This design comes from an exercise in tuning for small area, a short achievable clock period and few clock cycles on the open sky130 flow, not from production work.
Only simulation tests tie the RTL to the original design; equivalence was not proved.
Power is estimated from default activity; no workload was simulated.

==> flow/design.v, too long to show whole: its modules and the start of the top module <==
// module bfsk_gstep: 906 lines
// module bfsk_power: 553 lines
// module bfsk_demod: 243 lines
module bfsk_demod (
    input  wire        clk,
    input  wire        rst,
    input  wire        in_valid,
    output wire        in_ready,
    input  wire [1:0]  in_op,
    input  wire [39:0] in_data,
    output reg         bit_valid,
    output reg         bit_val,
    output reg         bit_lock,
    output reg         byte_valid,
    output wire [7:0]  byte_data
);
  // ...
==> flow/flow/run.sh <==
#!/bin/bash
set -euo pipefail
bash standard.sh SETUP_SLACK_MARGIN=16.5 CTS_CLUSTER_SIZE=24 CTS_CLUSTER_DIAMETER=120 finish \
    > flow_make.log 2>&1
==> flow/standard.sh <==
#!/bin/bash
# synth_recipe.tcl (not shown) runs the flow's synth.tcl, then flattens the netlist and writes it again
# the make line also repeats each setting of config.mk as NAME=value (left out here)
make -C /OpenROAD-flow-scripts/flow DESIGN_CONFIG=/design/flow/config.mk WORK_HOME=/design/flow/orfs CLKGATE_MAP_FILE= SYNTH_SCRIPT=/design/flow/synth_recipe.tcl "${@:-finish}"
==> flow/config.mk <==
export PLATFORM = sky130hd
export DESIGN_NAME = bfsk_demod
export DESIGN_NICKNAME = bfsk_demod
export VERILOG_FILES = /design/flow/design.v
export SDC_FILE = /design/flow/constraint.sdc
export NUM_CORES = 4
export LEC_CHECK = 0
export CAP_MARGIN = 20
export CORE_MARGIN = 2
export CORE_UTILIZATION = 40
export SLEW_MARGIN = 20
==> flow/constraint.sdc <==
create_clock -name core_clock -period 22.0 [get_ports {clk}]
set_input_delay 4.4000 -clock core_clock [delete_from_list [all_inputs] [get_ports {clk}]]
set_output_delay 4.4000 -clock core_clock [all_outputs]
set_load 0.01 [all_outputs]
==> flow_summary.yaml, run 1 <==
finish:
  multi_input_area_share: 0.601
  nets: 5053
  final_core_util: 0.455
  fillCellCount: 9804
synthesis:
  ys_ff_latch: 437
  ys.warnings.count: 1
  netlist_top_cells_area: "fa_1, edfxtp_1, dfxtp_1"
pwr:
  power_mw: 3.25
  p_sw_frac: 0.396
timing:
  fmax_mhz: 171
  fin_crit_sh: 0.266
  fin_setup_tns_ns: 0
  skew_ns: 0.0352
detailed_routing:
  route.met2.wl_mm: 56.5
  drc: 0
worst_setup_path:
  critPathLaunchType: "register"
  crit_slowest_cell: "edfxtp_1"
run_status:
  run_status: "complete, no violations"
global_routing:
  grt_pass1_vias: 32000
  use_met1: 0.314
floorplan:
  start_util: 0.405
  num_rows: 118
clock_tree:
  htreeDepth: 1
  clock-sinks: 437
place:
  port_buffers: 57
Testbench counts, summed over its fixed seeds: cycles 88,023.
==> inputs of run 2 (changes only) <==
--- a/flow/config.mk
+++ b/flow/config.mk
@@ -9,3 +9,3 @@
 export CORE_MARGIN = 2
-export CORE_UTILIZATION = 40
+export CORE_UTILIZATION = 60
 export SLEW_MARGIN = 20
==> flow_summary.yaml, run 2 <==
run_status:
  run_status: "complete, no violations"
detailed_routing:
  drc: 0
  firstDrtPassIters: 6
  vias: 32600
  route.antenna.remaining_nets: 0
  drt-initial-drc-count: 3328
  wire_per_inst_um: 22.8
  routed_via_density: 6.09
  totalWireLength_mm: 122
floorplan:
  die_y_um: 269
  dieArea_sq_um: 72100
  design.portCount: 58
  num_rows: 97
  start_util: 0.603
  die_w_um: 269
  core_sq_um: 69700
timing:
  fin_setup_tns_ns: 0
  slew_headroom: 0.308
  slew_viol_final: 0
  period_minus_slack_ns: 5.89
  final-setup-viol-count: 0
  fin_crit_sh: 0.268
  fmax_mhz: 170
  worst_pin_slew_ns: 1.04
  skew_ns: 0.0304
  rsz0062_at_grt: "true"
  final-hold-violation-count: 0
worst_setup_path:
  crit_arrival_ns: 6.34
  path_class: "reg -> reg"
  crit_fanout: 18
  reg2reg_depth: 24
  r2r_slack_ns: 16.11
  critPathLaunchType: "register"
  cp.required_ns: 22.45
  end_kind: "register"
clock_tree:
  cts-root-buf: "clkbuf_16"
  cts_buffers: 24
  cts_tree: "yes"
  cts_max_path_buffers: 3
  htreeDepth: 1
  clock-sinks: 437
  clk_pin_slew_ns: 0.11
  clock_latency_ns: 0.62
synthesis:
  synth_top_cell_area_share: 0.199
  yosysMostFrequentCell: "inv_1"
  netlist_area_sq_um: 42000
  synth_edf_count: 255
  synth_top_area_cell: "fa_1"
  ys_ff_latch: 437
  yosysUniqueCellTypes: 83
  netlist_top_cells_area: "fa_1, edfxtp_1, dfxtp_1"
  synthCells: 4400
  ys.warnings.count: 1
  seq_area_frac_synth: 0.269
  syn_nets: 5063
  async_reset_ff_frac: 0
  avgSynthCellArea_sq_um: 9.55
  ys.flop_type: "edfxtp_1"
  synth_commonest_cells: "inv_1, fa_1, a22oi_1"
global_routing:
  grt_pass1_vias: 31400
  grt_max_degree: 103
  grt_use_total: 0.336
  grt_overflow: 0
  grt_pass1_wl_mm: 185
  antenna_found_initial: 1
finish:
  syn_to_final_growth_pct: 10.7
  fin_area_sq_um: 46500
  n_antenna_cell: 0
  nets: 5055
  drive_gt1_frac: 0.132
  largest_register_ff_count: 40
  final_cells: 5350
  layout.cells.most_common_list: "inv_1, fa_1, a22oi_1"
  fillCellCount: 5734
  largest_register: "d_r"
  reg_top3: "d_r (40), acc (29)"
  final_common_cell: "inv_1"
place:
  port_buffers: 57
  dp_cells: 5134
  gp_congestion: 0.939
  dp_hpwl_mm: 84.2
  placement.cell_area_sq_um: 43100
pwr:
  p_sw_frac: 0.399
  ir_drop_mv: 0.0742
  power_mw: 3.15
  intPower_mw: 1.89
  seqPwrFrac: 0.299
  power.switching_mw: 1.25
  clkPwrFrac: 0.163
  power.leakage_nw: 19.3
  combPwrFrac: 0.538
  power.density_nw_per_um2: 67.7
run:
  maxCapViolCount: 0
worst_hold_path:
  hold_depth: 0
  worstHoldPathType: "reg -> reg"
==> run 2: cell counts after synthesis <==
No cell type changed its count.
==> run 2: critical path, cell delays in order, from the launching register on <==
cell and delay, ns:
edfxtp_1 0.43, buf_12 0.18, a22oi_2 0.21, xor2_1 0.12
fa_1 0.55, inv_1 0.05, fa_1 0.37, inv_2 0.09
fa_2 0.19, inv_2 0.04, fa_1 0.51, inv_2 0.04
fa_1 0.51, inv_2 0.05, ha_4 0.16, a21o_1 0.19
a21o_1 0.22, a2111oi_4 0.34, nor3_2 0.13, buf_4 0.16
a2111oi_4 0.31, a211o_4 0.25, o21ai_4 0.10, a2111o_1 0.39
nand4_1 0.11
==> run 2: power by group through the flow <==
stage	combinational, mW	sequential, mW	clock (mW)
after detailed placement	1.22	0.963	0
after global placement	1.21	0.962	0
after global routing	1.83	0.941	0.548
after CTS	1.43	0.940	0.527
final	1.69	0.940	0.514
after floorplan	0.903	0.955	0
==> run 2: timing repair <==
item / in CTS / in global routing
hold buffers: 0 / 0
setup endpoints to repair: 132 / 107
pin swaps: 49 / 64
gates cloned: 0 / 2
setup buffers: 126 / 44
gates resized for setup: 186 / 136
==> run 2: path summary, 6_finish.rpt <==
| kind | from | end |
|---|---|---|
| setup / recovery | q1_1[17]$_DFFE_PP_ | q1_1[18]$_DFFE_PP_ |
| hold / removal | sh[1]$_DFFE_PP_ | sh[2]$_DFFE_PP_ |
| setup reg to reg | q1_1[17]$_DFFE_PP_ | q1_1[18]$_DFFE_PP_ |
| hold reg to reg | sh[1]$_DFFE_PP_ | sh[2]$_DFFE_PP_ |
==> run 2: through the flow <==
step | hold slack, ns | setup WS (ns) | utilization
after floorplan | 0.409 | 16.28 | -
after CTS | 0.454 | 16.18 | 0.654
after detailed placement | 0.435 | 15.24 | 0.619
final | 0.454 | 16.11 | 0.667
after global placement | 0.432 | 15.31 | 0.619
after global routing | 0.469 | 15.93 | 0.667
==> run 2: logic make-up (layout without fill, tap and decap cells) <==
kind of cell	Yosys count	in the layout	share of synthesized area
AO/OA/AOI/OAI	1044	1044	0.168
adder cells (fa/ha/maj)	643	643	0.265
XOR/XNOR	524	524	0.109
flip-flops	437	437	0.269
buffers and inverters	941	949	0.0843
AND/OR/NAND/NOR	740	742	0.0821
multiplexers	71	71	0.0228
==> run 2: cell type report <==
| class | count | area, sq um | share of cell area |
|---|---|---|---|
| timing repair buffer | 314 | 2840 | 0.0610 |
| multi-input combinational | 3024 | 28200 | 0.606 |
| tap | 940 | 1180 | 0.0253 |
| clock buffer | 37 | 651 | 0.0140 |
| sequential | 437 | 11300 | 0.244 |
| inverter | 591 | 2230 | 0.0480 |
| clock inverter | 7 | 98.8 | 0.00213 |
==> run 2: per-layer routing <==
layer	vias to the layer above	routed length [um]	GRT usage	share of wire
met3	196	11400	0.0598	0.094
met1	16100	52500	0.492	0.43
li1	14800	-	-	-
met5	-	11	0.00135	0.000090
met2	1457	54500	0.515	0.45
met4	2	3520	0.0932	0.029
==> inputs of run 3 (changes only) <==
--- a/flow/config.mk
+++ b/flow/config.mk
@@ -7,2 +7,3 @@
 export LEC_CHECK = 0
+export ABC_AREA = 1
 export CAP_MARGIN = 20
==> flow_summary.yaml, run 3 <==
finish:
  final_common_cell: "inv_1"
  reg_top3: "d_r (40), acc (29)"
  fillCellCount: 5950
  n_antenna_cell: 0
  layout.cells.most_common_list: "inv_1, nand2_1, xor2_1"
  largest_register: "d_r"
  drive_gt1_frac: 0.116
  syn_to_final_growth_pct: 10.8
  largest_register_ff_count: 40
  nets: 5676
detailed_routing:
  totalWireLength_mm: 134
  routed_via_density: 5.88
  drc: 0
  route.antenna.remaining_nets: 0
  vias: 35100
  wire_per_inst_um: 22.4
  drt-initial-drc-count: 3748
  firstDrtPassIters: 6
floorplan:
  num_rows: 97
  design.portCount: 58
  die_y_um: 269
  core_sq_um: 69800
  die_w_um: 269
  dieArea_sq_um: 72500
  start_util: 0.605
synthesis:
  netlist_area_sq_um: 42200
  async_reset_ff_frac: 0
  ys_ff_latch: 437
  synth_top_area_cell: "fa_1"
  yosysUniqueCellTypes: 62
  synth_edf_count: 255
  synth_top_cell_area_share: 0.198
  netlist_top_cells_area: "fa_1, edfxtp_1, xor2_1"
  seq_area_frac_synth: 0.268
  synth_commonest_cells: "inv_1, nand2_1, xor2_1"
  ys.flop_type: "edfxtp_1"
  synthCells: 4933
  yosysMostFrequentCell: "inv_1"
  syn_nets: 5596
  avgSynthCellArea_sq_um: 8.55
  ys.warnings.count: 1
worst_setup_path:
  critPathTopFamily: "flip-flops"
  path_class: "reg -> out"
  critPathLaunchType: "register"
  r2r_slack_ns: 16.53
  crit_fanout: 2
  cp.buffers_inverters: 1
  reg2reg_depth: 22
  crit_chain: "buf_2"
  max_stage_delay_ns: 0.42
  crit_arrival_ns: 1.20
  end_kind: "primary output"
  path_depth: 1
  crit_slowest_cell: "edfxtp_1"
  cp.required_ns: 17.60
clock_tree:
  cts_buffers: 24
  clock_latency_ns: 0.62
  clk_pin_slew_ns: 0.10
  htreeDepth: 1
  ctsHoldBuffers: 0
  cts-root-buf: "clkbuf_16"
  cts_max_path_buffers: 3
  cts_tree: "yes"
  clock-sinks: 437
timing:
  fin_setup_tns_ns: 0
  setup_ws_ns: 16.40
  fmax_mhz: 179
  period_minus_slack_ns: 5.60
  rsz0062_at_grt: "true"
  fin_crit_sh: 0.254
  final-setup-viol-count: 0
  final-hold-violation-count: 0
  slew_viol_final: 0
  slew_headroom: 0.228
  skew_ns: 0.0205
  worst_pin_slew_ns: 1.15
global_routing:
  grt_pass1_wl_mm: 200
  grt_pass1_vias: 33500
  grt_max_degree: 81
  antenna_found_initial: 2
  grt_use_total: 0.358
  grt_overflow: 0
pwr:
  power.density_nw_per_um2: 70.9
  ir_drop_mv: 0.0823
  power.leakage_nw: 21.0
place:
  port_buffers: 57
  post-place-ws_ns: 15.64
  dp_hpwl_mm: 98.4
  gp_congestion: 1.03
run:
  maxCapViolCount: 0
run_status:
  run_status: "complete, no violations"
worst_hold_path:
  worstHoldPathType: "reg -> reg"
  hold_depth: 2
==> run 3: final cells by class <==
class / count / area, sq um / area share
repair inverters: 20 / 145 / 0.00310
clock buffers: 36 / 646 / 0.0138
repair buffers: 244 / 2100 / 0.0449
clock inverters: 8 / 101 / 0.00217
multi-input cells: 3316 / 27400 / 0.586
inverters: 970 / 3900 / 0.0834
flip-flops and latches: 437 / 11300 / 0.242
well taps: 940 / 1180 / 0.0252
==> run 3: repair_timing <==
item                       in CTS  in global routing
pin swaps                       0                 61
cloned                         14                  7
resized for setup             159                263
setup endpoints to repair     151                127
buffers inserted               46                104
==> run 3: cell families (layout without fill, tap and decap cells) <==
kind of cell,count (synthesis),after routing,synth area share
xor gates and xnor gates,542,542,0.113
buffers and inverters,1180,1278,0.106
adders and majority gates,618,618,0.258
and+or+nand+nor,1185,1185,0.118
AOI/OAI and AO/OA,957,957,0.134
DFF,437,437,0.268
muxes,14,14,0.00374
==> run 3: final timing paths <==
kind | from | endpoint
max | sh[3]$_DFFE_PP_ | byte_data[3]
min | s3[5]$_DFF_P_ | s3[3]$_DFF_P_
max reg2reg | c1_neg[0]$_DFFE_PP_ | q1_1[21]$_DFFE_PP_
min reg2reg | s3[5]$_DFF_P_ | s3[3]$_DFF_P_
==> run 3: worst min-delay path, stage by stage (launching register included) <==
cell     delay, ns
dfxtp_1       0.32
nand2_1       0.05
nand2_1       0.04
==> run 3: per-stage QoR <==
stage	instances	util	cell area, sq um	total power, mW	hold slack, ns
after floorplan	4933	-	42200	1.97	0.396
after global placement	5756	0.622	43400	2.43	0.401
after detailed placement	5756	0.622	43400	2.44	0.405
after CTS	5860	0.643	44900	2.96	0.418
after global routing	5971	0.670	46800	3.49	0.451
final	5971	0.670	46800	3.32	0.422
==> run 3: routing by layer <==
layer,vias to the layer above,share of wire,GRT usage
met5,-,0.00015,0
met4,4,0.047,0.138
met3,320,0.11,0.0733
met2,1882,0.44,0.546
met1,16800,0.41,0.505
li1,16100,-,-
==> run 3: where the power goes <==
part	internal, mW	switching [mW]	total [mW]	leakage (nW)
Combinational	0.706	1.16	1.87	16.9
Clock	0.214	0.297	0.511	0.359
Sequential	0.925	0.0108	0.936	3.70
==> module bfsk_demod, before the edit <==
module bfsk_demod (
    input  wire        clk,
    input  wire        rst,
    input  wire        in_valid,
    output wire        in_ready,
    input  wire [1:0]  in_op,
    input  wire [39:0] in_data,
    output reg         bit_valid,
    output reg         bit_val,
    output reg         bit_lock,
    output reg         byte_valid,
    output wire [7:0]  byte_data
);
    localparam [1:0] OP_SAMPLE = 2'd0;
    localparam [1:0] OP_RESET  = 2'd1;
    localparam [1:0] OP_CFG    = 2'd2;
    reg         rdy;
    reg         v_r;
    reg  [1:0]  op_r;
    reg  [39:0] d_r;
    assign in_ready = rdy;
    wire accept = in_valid && rdy;
    always @(posedge clk) begin
        v_r  <= accept && !rst;
        op_r <= in_op;
        d_r  <= in_data;
    end
    reg        cfg_valid;
    reg  [7:0] sps_m1;                
    reg  [7:0] c0_neg, c0_one, c0_two;
    reg  [7:0] c1_neg, c1_one, c1_two;
    wire do_cfg   = v_r && op_r == OP_CFG && d_r[7:0] != 8'd0;
    wire do_clear = v_r && (op_r == OP_RESET || do_cfg);
    wire do_samp  = v_r && op_r == OP_SAMPLE && cfg_valid;
    function [23:0] booth16(input [15:0] c);
        integer j;
        reg b2, b1, b0;
        begin
            for (j = 0; j < 8; j = j + 1) begin
                b2 = c[2*j+1];
                b1 = c[2*j];
                b0 = (j == 0) ? 1'b0 : c[2*j-1];
                booth16[j]      = b2;                                   
                booth16[8 + j]  = b1 ^ b0;                              
                booth16[16 + j] = (b2 & ~b1 & ~b0) | (~b2 & b1 & b0);   
            end
        end
    endfunction
    wire [23:0] enc0 = booth16(d_r[23:8]);
    wire [23:0] enc1 = booth16(d_r[39:24]);
    always @(posedge clk) begin
        if (rst)
            cfg_valid <= 1'b0;
        else if (do_cfg)
            cfg_valid <= 1'b1;
        if (do_cfg) begin
            sps_m1 <= d_r[7:0] - 8'd1;
            {c0_two, c0_one, c0_neg} <= enc0;
            {c1_two, c1_one, c1_neg} <= enc1;
        end
    end
    reg  [7:0]  n;
    reg         fresh;                  
    reg  [23:0] q1_0, q2_0, q1_1, q2_1;
    reg         ld_pend;                
    wire [11:0] x     = d_r[11:0];
    reg  [11:0] x_eff;                  
    wire [25:0] t0, t1;
    bfsk_gstep g0 (.b_neg(c0_neg), .b_one(c0_one), .b_two(c0_two),
                   .q1(q1_0), .q2(q2_0), .x(x_eff), .t(t0));
    bfsk_gstep g1 (.b_neg(c1_neg), .b_one(c1_one), .b_two(c1_two),
                   .q1(q1_1), .q2(q2_1), .x(x_eff), .t(t1));
    wire [23:0] xs     = {{12{x[11]}}, x};
    wire [23:0] nq_0   = fresh ? xs : t0[23:0];
    wire [23:0] nq_1   = fresh ? xs : t1[23:0];
    wire        at_end = n == sps_m1;
    wire        close  = do_samp && at_end;
    always @(posedge clk) begin
        if (do_samp) begin
            q1_0 <= nq_0;
            q1_1 <= nq_1;
            q2_0 <= fresh ? 24'd0 : q1_0;
            q2_1 <= fresh ? 24'd0 : q1_1;
        end
    end
    wire fresh_nx = rst || do_clear || (do_samp ? at_end : fresh);
    always @(posedge clk) begin
        fresh <= fresh_nx;
        x_eff <= fresh_nx ? 12'd0 : in_data[11:0];
        if (rst) begin
            n       <= 8'd0;
            ld_pend <= 1'b0;
        end else begin
            ld_pend <= close;
            if (do_clear)
                n <= 8'd0;
            else if (do_samp)
                n <= at_end ? 8'd0 : n + 8'd1;
        end
    end
    reg         busy;
    reg  [3:0]  k;
    reg  [23:0] s1, s3;                 
    reg  [1:0]  sp;                     
    reg  [23:0] a0, a2;                 
    reg  [25:0] a1, a3;                 
    reg  [2:0]  dg0, dg2;                 
    reg  [28:0] acc;
    reg         bit_r;                  
    reg         bit_pend;
    reg         u_tag, b_tag;           
    wire        last = k == 4'd11;
    wire [3:0]  sg = 4'b0110;           
    wire [3:0]  b2 = {s3[1], dg2[2], s1[1], dg0[2]};
    wire [3:0]  b1 = {s3[0], dg2[1], s1[0], dg0[1]};
    wire [3:0]  b0 = {sp[1], dg2[0], sp[0], dg0[0]};
    wire [3:0]  dn    = b2 ^ sg;
    wire [3:0]  done_ = b1 ^ b0;
    wire [3:0]  dtwo  = (b2 & ~b1 & ~b0) | (~b2 & b1 & b0);
    wire [3:0]  kn  = k + 4'd1;
    wire [24:0] a0x = {a0, 1'b0};
    wire [24:0] a2x = {a2, 1'b0};
    wire [2:0]  dg0n = a0x[{kn, 1'b0} +: 3];
    wire [2:0]  dg2n = a2x[{kn, 1'b0} +: 3];
    wire [28:0] acc_nx;
    wire        p_sgn;
    bfsk_power pw (.neg(dn), .one(done_), .two(dtwo),
                   .a0(a0), .a1(a1), .a2(a2), .a3(a3),
                   .acc(acc), .acc_next(acc_nx), .sgn(p_sgn));
    wire finish = busy && last;
    always @(posedge clk) begin
        if (ld_pend) begin
            a0 <= q1_0;
            s1 <= q2_0;  a1 <= t0;
            a2 <= q1_1;
            s3 <= q2_1;  a3 <= t1;
            dg0 <= {q1_0[1:0], 1'b0};
            dg2 <= {q1_1[1:0], 1'b0};
            sp <= 2'd0;
        end else begin
            s1 <= s1 >> 2;
            s3 <= s3 >> 2;
            sp <= {s3[1], s1[1]};
            dg0 <= dg0n;
            dg2 <= dg2n;
        end
        acc <= (busy && !last) ? acc_nx : 29'd0;
        if (finish)
            bit_r <= p_sgn;
    end
    always @(posedge clk) begin
        if (rst) begin
            busy     <= 1'b0;
            k        <= 4'd0;
            bit_pend <= 1'b0;
        end else begin
            bit_pend <= finish;
            if (ld_pend) begin
                busy <= 1'b1;
                k    <= 4'd0;
            end else if (busy) begin
                busy <= !last;
                k    <= k + 4'd1;
            end
        end
    end
    wire inflight   = ld_pend || busy;
    wire sync_clear = (do_clear && !inflight) || (bit_pend && b_tag);
    always @(posedge clk) begin
        if (rst) begin
            u_tag <= 1'b0;
            b_tag <= 1'b0;
        end else begin
            if (finish)
                b_tag <= u_tag || (do_clear && !ld_pend);
            else if (bit_pend)
                b_tag <= 1'b0;
            if (ld_pend)
                u_tag <= do_clear;
            else if (finish)
                u_tag <= 1'b0;
            else if (do_clear && busy)
                u_tag <= 1'b1;
        end
    end
    wire [7:0] n_nx    = do_clear ? 8'd0 : do_samp ? (at_end ? 8'd0 : n + 8'd1) : n;
    wire [7:0] spsm_nx = do_cfg ? d_r[7:0] - 8'd1 : sps_m1;
    wire       acc_smp = accept && in_op == OP_SAMPLE;
    wire       near    = (n_nx + 8'd1 == spsm_nx) || (spsm_nx == 8'd0) ||
                         (n_nx == spsm_nx && !acc_smp) || (accept && in_op == OP_CFG);
    wire       k_nx_lo = ld_pend || (busy && !last && k < 4'd8);
    wire       unit_bz = close || k_nx_lo ||
                         (acc_smp && n_nx == spsm_nx);
    always @(posedge clk) begin
        if (rst)
            rdy <= 1'b1;
        else
            rdy <= !(near && unit_bz);
    end
    reg        locked;
    reg        last_b;
    reg  [6:0] run;                     
    reg  [2:0] bp_cnt;
    reg  [7:0] sh;
    wire       alt      = bit_r != last_b;
    wire [6:0] run_nx   = !alt ? 7'd1 : (run[6] ? run : run + 7'd1);
    wire       lock_now = !locked && bit_r && run_nx[6];
    assign byte_data = sh;
    always @(posedge clk) begin
        if (rst) begin
            locked     <= 1'b0;
            last_b     <= 1'b0;
            run        <= 7'd1;
            bp_cnt     <= 3'd0;
            bit_valid  <= 1'b0;
            byte_valid <= 1'b0;
        end else begin
            bit_valid  <= bit_pend;
            byte_valid <= bit_pend && locked && bp_cnt == 3'd7;
            if (bit_pend) begin
                bit_val  <= bit_r;
                bit_lock <= locked || lock_now;
                if (!locked) begin
                    last_b <= bit_r;
                    run    <= run_nx;
                    if (lock_now) begin
                        locked <= 1'b1;
                        bp_cnt <= 3'd0;
                    end
                end else begin
                    sh     <= {sh[6:0], bit_r};
                    bp_cnt <= bp_cnt + 3'd1;
                end
            end
            if (sync_clear) begin
                locked <= 1'b0;
                last_b <= 1'b0;
                run    <= 7'd1;
                bp_cnt <= 3'd0;
            end
        end
    end
endmodule
==> inputs of run 4 (changes only) <==
--- a/flow/design.v
+++ b/flow/design.v
@@ -1470,3 +1470,3 @@
     output reg         byte_valid,
-    output wire [7:0]  byte_data
+    output reg  [7:0]  byte_data
 );
@@ -1662,3 +1662,3 @@
     reg  [2:0] bp_cnt;
-    reg  [7:0] sh;
+    reg  [6:0] sh;                      
     wire       alt      = bit_r != last_b;
@@ -1666,3 +1666,7 @@
     wire       lock_now = !locked && bit_r && run_nx[6];
-    assign byte_data = sh;
+    always @(posedge clk) begin
+        bit_val   <= bit_r;
+        bit_lock  <= locked || lock_now;
+        byte_data <= {sh, bit_r};
+    end
     always @(posedge clk) begin
@@ -1679,4 +1683,2 @@
             if (bit_pend) begin
-                bit_val  <= bit_r;
-                bit_lock <= locked || lock_now;
                 if (!locked) begin
@@ -1689,3 +1691,3 @@
                 end else begin
-                    sh     <= {sh[6:0], bit_r};
+                    sh     <= {sh[5:0], bit_r};
                     bp_cnt <= bp_cnt + 3'd1;
==> flow_summary.yaml, run 4 <==
clock_tree:
  clock-sinks: 443
  cts_buffers: 25
  htreeDepth: 1
  clock_latency_ns: 0.63
  cts-root-buf: "clkbuf_16"
  cts_tree: "yes"
  clk_pin_slew_ns: 0.10
  cts_max_path_buffers: 3
run:
  maxCapViolCount: 0
detailed_routing:
  drt-initial-drc-count: 3946
  wire_per_inst_um: 22.8
  route.antenna.remaining_nets: 0
  drc: 0
  totalWireLength_mm: 137
  vias: 35600
  routed_via_density: 5.92
  firstDrtPassIters: 6
finish:
  drive_gt1_frac: 0.116
  largest_register_ff_count: 40
  nets: 5720
  syn_to_final_growth_pct: 11.2
  largest_register: "d_r"
  fillCellCount: 5972
  layout.cells.most_common_list: "inv_1, nand2_1, xor2_1"
  final_common_cell: "inv_1"
  reg_top3: "d_r (40), acc (29)"
global_routing:
  grt_use_total: 0.365
  grt_max_degree: 72
  grt_pass1_wl_mm: 203
  antenna_found_initial: 2
  grt_pass1_vias: 33900
  grt_overflow: 0
run_status:
  run_status: "complete, no violations"
timing:
  final-hold-violation-count: 0
  slew_headroom: 0.276
  hold_ws_ns: 0.350
  fin_crit_sh: 0.249
  slew_viol_final: 0
  setup_ws_ns: 16.51
  fin_setup_tns_ns: 0
  fmax_mhz: 182
  rsz0062_at_grt: "true"
  worst_pin_slew_ns: 1.08
  period_minus_slack_ns: 5.49
  final-setup-viol-count: 0
  skew_ns: 0.0351
worst_setup_path:
  crit_chain: "buf_6"
  path_class: "reg -> out"
  end_kind: "primary output"
  critPathLaunchType: "register"
  crit_slowest_cell: "dfxtp_2"
  cp.required_ns: 17.60
  cp.buffers_inverters: 1
  critPathTopFamily: "flip-flops"
  max_stage_delay_ns: 0.36
  crit_arrival_ns: 1.09
  crit_fanout: 2
place:
  port_buffers: 57
  post-place-ws_ns: 15.55
  gp_congestion: 1.04
  dp_hpwl_mm: 100
synthesis:
  synth_top_cell_area_share: 0.198
  yosysUniqueCellTypes: 57
  netlist_area_sq_um: 42300
  synthCells: 4943
  yosysMostFrequentCell: "inv_1"
  ys.warnings.count: 1
  synth_edf_count: 252
  synth_top_area_cell: "fa_1"
  synth_commonest_cells: "inv_1, nand2_1, xor2_1"
  ys.flop_type: "edfxtp_1"
  netlist_top_cells_area: "fa_1, edfxtp_1, xor2_1"
  seq_area_frac_synth: 0.269
  ys_ff_latch: 443
  syn_nets: 5606
  avgSynthCellArea_sq_um: 8.55
  async_reset_ff_frac: 0
pwr:
  power.leakage_nw: 21.2
  power.density_nw_per_um2: 70.8
  ir_drop_mv: 0.0927
  power_mw: 3.33
floorplan:
  design.portCount: 58
  start_util: 0.605
  core_sq_um: 69900
  die_y_um: 269
  dieArea_sq_um: 72600
  num_rows: 97
  die_w_um: 269
worst_hold_path:
  worstHoldPathType: "reg -> reg"
-- run 4: cell types whose count changed after synthesis, sizes merged, moves of 6 or more --
cell,previous run,this run
inv,922,940
xor2,532,526
nor3,27,19
dfxtp,182,191
nand2,664,656
a21boi,2,10
nor2,334,328
a21oi,195,186
-- run 4: worst paths after layout --
check,cells after the start,endpoint,slack (ns),from
worst max-delay path,1,bit_val,16.51,byte_data[0]$_DFF_P_
worst min-delay path,0,byte_data[7]$_DFF_P_,0.35,sh[6]$_DFFE_PP_
worst max register to register,20,q1_0[20]$_DFFE_PP_,16.55,c0_one[0]$_DFFE_PP_
worst min register to register,0,byte_data[7]$_DFF_P_,0.35,sh[6]$_DFFE_PP_
-- run 4: through the flow --
step / instance area (sq um) / utilization / std cells
2_1_floorplan: 42300 / - / 4943
3_3_place_gp: 43500 / 0.622 / 5765
3_5_place_dp: 43500 / 0.622 / 5765
4_1_cts: 45200 / 0.647 / 5892
5_1_grt: 47000 / 0.672 / 6015
6_report: 47000 / 0.673 / 6016
-- run 4: final cells by class --
| class | count | area, sq um | share of cell area |
|---|---|---|---|
| timing repair inverter | 30 | 210 | 0.00447 |
| multi-input combinational | 3297 | 27000 | 0.575 |
| clock buffer | 39 | 678 | 0.0144 |
| clock inverter | 6 | 101 | 0.00216 |
| sequential | 443 | 11400 | 0.243 |
| tap | 940 | 1180 | 0.0250 |
| timing repair buffer | 271 | 2420 | 0.0516 |
| antenna | 1 | 2.50 | 0.0000532 |
| inverter | 989 | 3980 | 0.0847 |
-- run 4: report_power, final --
group | total (mW) | switching [mW] | internal, mW
sequential | 0.944 | 0.00859 | 0.935
combinational | 1.85 | 1.17 | 0.681
clock | 0.531 | 0.307 | 0.224
-- run 4: cells by family after synthesis --
family,after synthesis,share of synthesized area
buf+inv,1203,0.108
simple gates,1175,0.117
compound gates,955,0.134
fa+ha+maj,618,0.257
xor+xnor,535,0.111
flops,443,0.269
mux,14,0.00373
-- run 4: metal layers --
metal	vias to the layer above	track usage	part of all wire	routed length, um
li1	16100	-	-	-
met1	17100	0.510	0.41	55500
met2	2063	0.560	0.44	60600
met3	352	0.0780	0.11	14800
met4	2	0.134	0.044	6050
met5	-	0	0.000095	13
-- run 4: repair_timing --
| item | 4_1_cts | 5_1_grt |
|---|---|---|
| cloned | 20 | 10 |
| hold buffers | 0 | 0 |
| gates resized for setup | 182 | 206 |
| buffers inserted | 62 | 113 |
| pin swaps | 0 | 24 |
| setup endpoints to repair | 136 | 87 |
Testbench counts of run 4, summed over its fixed seeds: cycles 88,023.
==> inputs of run 5 (changes only) <==
==> flow/flow/run.sh (replaced) <==
#!/bin/bash
set -euo pipefail
sed '1s/yosys synth -nofsm -noshare {/yosys synth -nofsm -noshare -noabc {/' synth_recipe.tcl \
    > synth_noabc.tcl
grep -q -- '-noshare -noabc {' synth_noabc.tcl
bash standard.sh SYNTH_SCRIPT="$PWD/synth_noabc.tcl" \
    SETUP_SLACK_MARGIN=16.5 CTS_CLUSTER_SIZE=24 CTS_CLUSTER_DIAMETER=120 finish \
    > flow_make.log 2>&1
==> flow_summary.yaml, run 5 <==
finish:
  drive_gt1_frac: 0.136
  reg_top3: "d_r (40), acc (29)"
  final_core_util: 0.681
  syn_to_final_growth_pct: 12.3
  nets: 5253
  final_cells: 5478
  n_antenna_cell: 0
  largest_register: "d_r"
  final_common_cell: "nand2_1"
  layout.cells.most_common_list: "nand2_1, xor2_1, inv_1"
  largest_register_ff_count: 40
worst_setup_path:
  crit_path_end: "a3[24]$_DFFE_PP_"
  crit_chain: "clkinv_4, o22ai_2, xor2_1, fa_1, inv_1, fa_1, fa_2, fa_1, fa_2, ha_4, a21o_1, a31oi_2, o21ai_1, a31oi_2, nand3_4, a211oi_2, xor2_1"
  path_depth: 17
  r2r_slack_ns: 16.48
  crit_fanout: 6
  max_stage_delay_ns: 0.64
  crit_arrival_ns: 5.97
  reg2reg_from: "q1_1[22]$_DFFE_PP_"
  critPathLaunchType: "register"
  critPathTopFamily: "adder cells"
  end_kind: "register"
  reg2reg_depth: 17
  cp.required_ns: 22.45
  cp.buffers_inverters: 2
  rr_endpoint: "a3[24]$_DFFE_PP_"
  path_class: "reg -> reg"
  crit_slowest_cell: "fa_2"
  crit_start: "q1_1[22]$_DFFE_PP_"
  crit_top_cell: "fa_1"
synthesis:
  synthCells: 4500
  async_reset_ff_frac: 0
  seq_area_frac_synth: 0.280
  ys.warnings.count: 1
  netlist_area_sq_um: 40700
  ys_ff_latch: 443
  yosysMostFrequentCell: "nand2_1"
  synth_top_cell_area_share: 0.206
  ys.flop_type: "edfxtp_1"
  syn_nets: 5166
  yosysUniqueCellTypes: 64
  avgSynthCellArea_sq_um: 9.04
  netlist_top_cells_area: "fa_1, edfxtp_1, xor2_1"
  synth_top_area_cell: "fa_1"
  synth_edf_count: 252
  synth_commonest_cells: "nand2_1, xor2_1, inv_1"
global_routing:
  grt_use_total: 0.374
  grt_pass1_vias: 32900
  antenna_found_initial: 0
  grt_pass1_wl_mm: 200
  grt_overflow: 0
  grt_max_degree: 67
worst_hold_path:
  hp-start: "sh[6]$_DFFE_PP_"
  worstHoldPathType: "reg -> reg"
timing:
  worst_pin_slew_ns: 1.08
  final-setup-viol-count: 0
  fin_setup_tns_ns: 0
  fin_crit_sh: 0.251
  fmax_mhz: 181
  final-hold-violation-count: 0
  period_minus_slack_ns: 5.52
  slew_viol_final: 0
  skew_ns: 0.0312
  setup_ws_ns: 16.48
  slew_headroom: 0.277
  rsz0062_at_grt: "true"
clock_tree:
  htreeDepth: 1
  cts-root-buf: "clkbuf_16"
  cts_tree: "yes"
  clk_pin_slew_ns: 0.10
  cts_max_path_buffers: 3
  cts_buffers: 24
  clock_latency_ns: 0.63
  clock-sinks: 443
floorplan:
  die_y_um: 264
  core_sq_um: 67200
  dieArea_sq_um: 69900
  die_w_um: 264
  design.portCount: 58
  start_util: 0.606
  num_rows: 95
run:
  maxCapViolCount: 0
place:
  gp_congestion: 1.03
  post-place-ws_ns: 15.53
  port_buffers: 57
  dp_cells: 5250
  dp_hpwl_mm: 96.8
pwr:
  power.density_nw_per_um2: 74.5
  power_mw: 3.40
  power.leakage_nw: 19.2
  ir_drop_mv: 0.0786
detailed_routing:
  totalWireLength_mm: 136
  routed_via_density: 6.28
  vias: 34400
  firstDrtPassIters: 7
  route.antenna.remaining_nets: 0
  wire_per_inst_um: 24.8
  drc: 0
  drt-initial-drc-count: 4046
run_status:
  run_status: "complete, no violations"
## run 5: changes by cell type in the layout (fill, tap and decap cells not counted), moves of 9 or more
cell / delta
buf_4: -9
fa_1: -28
fa_2: +28
ha_4: +11
inv_1: -418
inv_2: -11
nand2_1: -13
o21a_1: -10
o21ai_0: -20
xor2_2: +11
## run 5: metrics by stage
stage	hold WS, ns	area, sq um
floorplan	0.323	40700
global placement	0.328	41800
detailed placement	0.327	41800
CTS	0.348	43900
global route	0.355	45700
finish	0.342	45700
## run 5: cell families (layout without fill, tap and decap cells)
| family | after synthesis | after routing | share of synthesized area |
|---|---|---|---|
| buf+inv | 784 | 888 | 0.0734 |
| fa+ha+maj | 621 | 621 | 0.268 |
| compound gates | 932 | 932 | 0.137 |
| mux | 14 | 14 | 0.00387 |
| xor+xnor | 555 | 556 | 0.120 |
| flops | 443 | 443 | 0.280 |
| simple gates | 1151 | 1151 | 0.118 |
## run 5: where the power goes
part / total [mW] / switching [mW] / internal, mW
clock network: 0.512 / 0.298 / 0.214
registers: 0.942 / 0.00794 / 0.934
logic: 1.95 / 1.18 / 0.770
## run 5: area by class of cell
class / count / area [sq um]
multi-input combinational: 3274 / 27600
inverter: 558 / 2340
tap: 873 / 1090
clock buffer: 38 / 654
timing repair buffer: 260 / 2390
clock inverter: 6 / 85.1
sequential: 443 / 11400
timing repair inverter: 26 / 188
fill: 5431 / 21500
## run 5: worst register-to-register path, delay by kind of cell, from the launching register on
family	cells	cell delay, ns
compound gates	6	1.21
flops	1	0.56
fa+ha+maj	6	2.71
simple gates	1	0.16
xor+xnor	2	0.44
buf+inv	2	0.27
## run 5: worst min-delay path by stage
stage | endpoint | depth (start not counted)
global placement | byte_data[7]$_DFF_P_ | 0
global route | byte_data[7]$_DFF_P_ | 0
detailed placement | byte_data[7]$_DFF_P_ | 0
finish | byte_data[7]$_DFF_P_ | 0
floorplan | byte_data[7]$_DFF_P_ | 0
CTS | byte_data[7]$_DFF_P_ | 0
## run 5: repair_timing
item	4_1_cts	5_1_grt
hold buffers	0	0
cloned	14	17
buffers inserted	78	75
endpoints found under the setup margin	144	112
resized for setup	235	250
pin swaps	14	112
## run 5: per-layer routing
metal  share of wire  routed length, um  GRT usage
met5               0                  0          0
met4           0.041               5590      0.122
met3            0.12              17000     0.0935
met2            0.44              59700      0.573
met1            0.39              53600      0.521
==> inputs of run 6 (changes only) <==
--- a/flow/design.v
+++ b/flow/design.v
@@ -1525,3 +1525,3 @@
     wire [11:0] x     = d_r[11:0];
-    reg  [11:0] x_eff;                  
+    wire [11:0] x_eff = fresh ? 12'd0 : x;    
     wire [25:0] t0, t1;
@@ -1547,3 +1547,2 @@
         fresh <= fresh_nx;
-        x_eff <= fresh_nx ? 12'd0 : in_data[11:0];
         if (rst) begin
--- a/flow/flow/run.sh
+++ b/flow/flow/run.sh
@@ -6,2 +6,3 @@
 bash standard.sh SYNTH_SCRIPT="$PWD/synth_noabc.tcl" \
+    BUFFER_PORTS_ARGS="-buffer_cell sky130_fd_sc_hd__buf_2" \
     SETUP_SLACK_MARGIN=16.5 CTS_CLUSTER_SIZE=24 CTS_CLUSTER_DIAMETER=120 finish \
==> flow_summary.yaml, run 6 <==
worst_setup_path:
  crit_slowest_cell: "dfxtp_2"
  path_class: "reg -> out"
  crit_chain: "buf_6"
  crit_fanout: 2
  critPathTopFamily: "flip-flops"
  critPathLaunchType: "register"
  max_stage_delay_ns: 0.34
  crit_arrival_ns: 1.07
  end_kind: "primary output"
  cp.buffers_inverters: 1
  cp.required_ns: 17.60
detailed_routing:
  drt-initial-drc-count: 3851
  route.antenna.remaining_nets: 0
  drc: 0
  firstDrtPassIters: 6
  wire_per_inst_um: 24.5
  routed_via_density: 6.21
  vias: 33500
  totalWireLength_mm: 132
clock_tree:
  ctsHoldBuffers: 0
  htreeDepth: 1
  clk_pin_slew_ns: 0.09
  clock_latency_ns: 0.63
  cts_buffers: 25
  cts_max_path_buffers: 3
  cts-root-buf: "clkbuf_16"
  cts_tree: "yes"
  clock-sinks: 431
finish:
  reg_top3: "d_r (40), acc (29)"
  drive_gt1_frac: 0.131
  syn_to_final_growth_pct: 11.1
  largest_register: "d_r"
  fillCellCount: 5413
  final_core_util: 0.677
  regArea_sq_um: 11200
  multi_input_area_sq_um: 27400
  largest_register_ff_count: 40
  nets: 5174
  final_common_cell: "nand2_1"
  layout.cells.most_common_list: "nand2_1, xor2_1, o22ai_1"
timing:
  fin_crit_sh: 0.248
  final-setup-viol-count: 0
  rsz0062_at_grt: "true"
  hold_ws_ns: 0.348
  final-hold-violation-count: 0
  fin_setup_tns_ns: 0
  fmax_mhz: 183
  setup_ws_ns: 16.53
  slew_headroom: 0.342
  period_minus_slack_ns: 5.47
  slew_viol_final: 0
  skew_ns: 0.0340
  worst_pin_slew_ns: 0.977
global_routing:
  grt_max_degree: 135
  grt_overflow: 0
  grt_pass1_vias: 32100
  grt_use_total: 0.368
  antenna_found_initial: 2
  grt_pass1_wl_mm: 195
worst_hold_path:
  worstHoldPathType: "reg -> reg"
synthesis:
  avgSynthCellArea_sq_um: 9.02
  synth_commonest_cells: "nand2_1, xor2_1, inv_1"
  ys.flop_type: "edfxtp_1"
  synthCells: 4462
  yosysMostFrequentCell: "nand2_1"
  async_reset_ff_frac: 0
  seq_area_frac_synth: 0.277
  synth_edf_count: 252
  netlist_top_cells_area: "fa_1, edfxtp_1, xor2_1"
  yosysUniqueCellTypes: 54
  ys.warnings.count: 1
  synth_top_cell_area_share: 0.208
  ys_ff_latch: 431
  netlist_area_sq_um: 40300
  syn_nets: 5128
  synth_top_area_cell: "fa_1"
floorplan:
  design.portCount: 58
  die_w_um: 263
  dieArea_sq_um: 69200
  num_rows: 94
  core_sq_um: 66100
  start_util: 0.609
  die_y_um: 263
pwr:
  ir_drop_mv: 0.0713
  power.density_nw_per_um2: 76.8
  power.leakage_nw: 18.7
place:
  dp_hpwl_mm: 94.9
  port_buffers: 57
  gp_congestion: 1.01
  post-place-ws_ns: 15.53
run:
  maxCapViolCount: 0
run_status:
  run_status: "complete, no violations"
==> run 6: through the flow <==
stage	instances	cell area, sq um	total power, mW
floorplan	4462	40300	1.96
global placement	5196	41100	2.45
detailed placement	5196	41100	2.46
CTS	5317	43200	3.12
global route	5391	44700	3.60
finish	5393	44700	3.44
==> run 6: layer usage <==
metal / wire, um / vias to the layer above / track usage
met4: 5450 / 0 / 0.129
li1: - / 15000 / -
met1: 53700 / 16200 / 0.529
met3: 15700 / 309 / 0.0833
met2: 57400 / 2010 / 0.551
met5: 0 / - / 0
==> run 6: final timing paths <==
path	endpoint	start	cells past startpoint	slack, ns
setup / recovery	byte_data[0]	byte_data[0]$_DFF_P_	1	16.53
setup reg to reg	q1_1[19]$_DFFE_PP_	c1_one[7]$_DFFE_PP_	18	16.58
hold / removal	byte_data[7]$_DFF_P_	sh[6]$_DFFE_PP_	0	0.35
hold reg to reg	byte_data[7]$_DFF_P_	sh[6]$_DFFE_PP_	0	0.35
==> run 6: cell families after synthesis <==
kind of cell,Yosys count,share of synthesized area
fa+ha+maj,621,0.271
buf+inv,758,0.0715
xor+xnor,549,0.119
compound gates,957,0.142
flops,431,0.277
mux,13,0.00364
simple gates,1133,0.115
==> run 6: final cells by class <==
cell class / instances / area share
antenna: 2 / 0.000112
clock buffer: 38 / 0.0151
inverter: 528 / 0.0499
multi-input combinational: 3274 / 0.612
sequential: 431 / 0.249
clock inverter: 8 / 0.00302
tap: 864 / 0.0242
timing repair inverter: 25 / 0.00408
timing repair buffer: 223 / 0.0426
==> run 6: power breakdown <==
group | total (mW) | leakage, nW | internal (mW) | switching [mW]
Clock | 0.533 | 0.388 | 0.227 | 0.306
Combinational | 1.98 | 14.7 | 0.758 | 1.22
Sequential | 0.927 | 3.64 | 0.915 | 0.0115
==> run 6: timing repair <==
action,4_1_cts,5_1_grt
gates resized for setup,167,243
pin swaps,11,113
setup buffers,61,59
cloned,14,15
endpoints found under the hold margin,0,0
endpoints found under the setup margin,110,106
Testbench counts of run 6, summed over its fixed seeds: cycles 88,023.

-- separate check: timing with driven ports --
In the flow no input, the clock included, has a driving cell. The finished layouts below were timed again as built, in two steps. Step 1 sets driving cells, clkbuf_16 on the clock port and buf_2 on the other inputs (assumed; they add their load-dependent delay and slew). Step 2 times the ports against the registers' clock, not the clock port: input delays grow and output delays shrink by t, the midpoint of the rising clock arrivals with the driver on. a / b / c = no drivers / after step 1 / after step 2; a / b = the first two.
run	t, ns	setup WS [ns]	worst slew at a driven data input, ns
run 1	0.680	16.156 / 16.156 / 15.988	0.07
run 2	0.666	16.112 / 16.112 / 15.592	0.04
run 3	0.673	16.404 / 16.336 / 16.317	0.04
run 4	0.676	16.513 / 16.450 / 16.189	0.04
run 5	0.683	16.478 / 16.454 / 16.265	0.06
run 6	0.685	16.534 / 16.464 / 16.379	0.06
After both steps setup and hold are still met in every run listed. The setup slack of run 2, which loses most, moves by 0.000 ns with the drivers and by -0.520 ns with both steps.
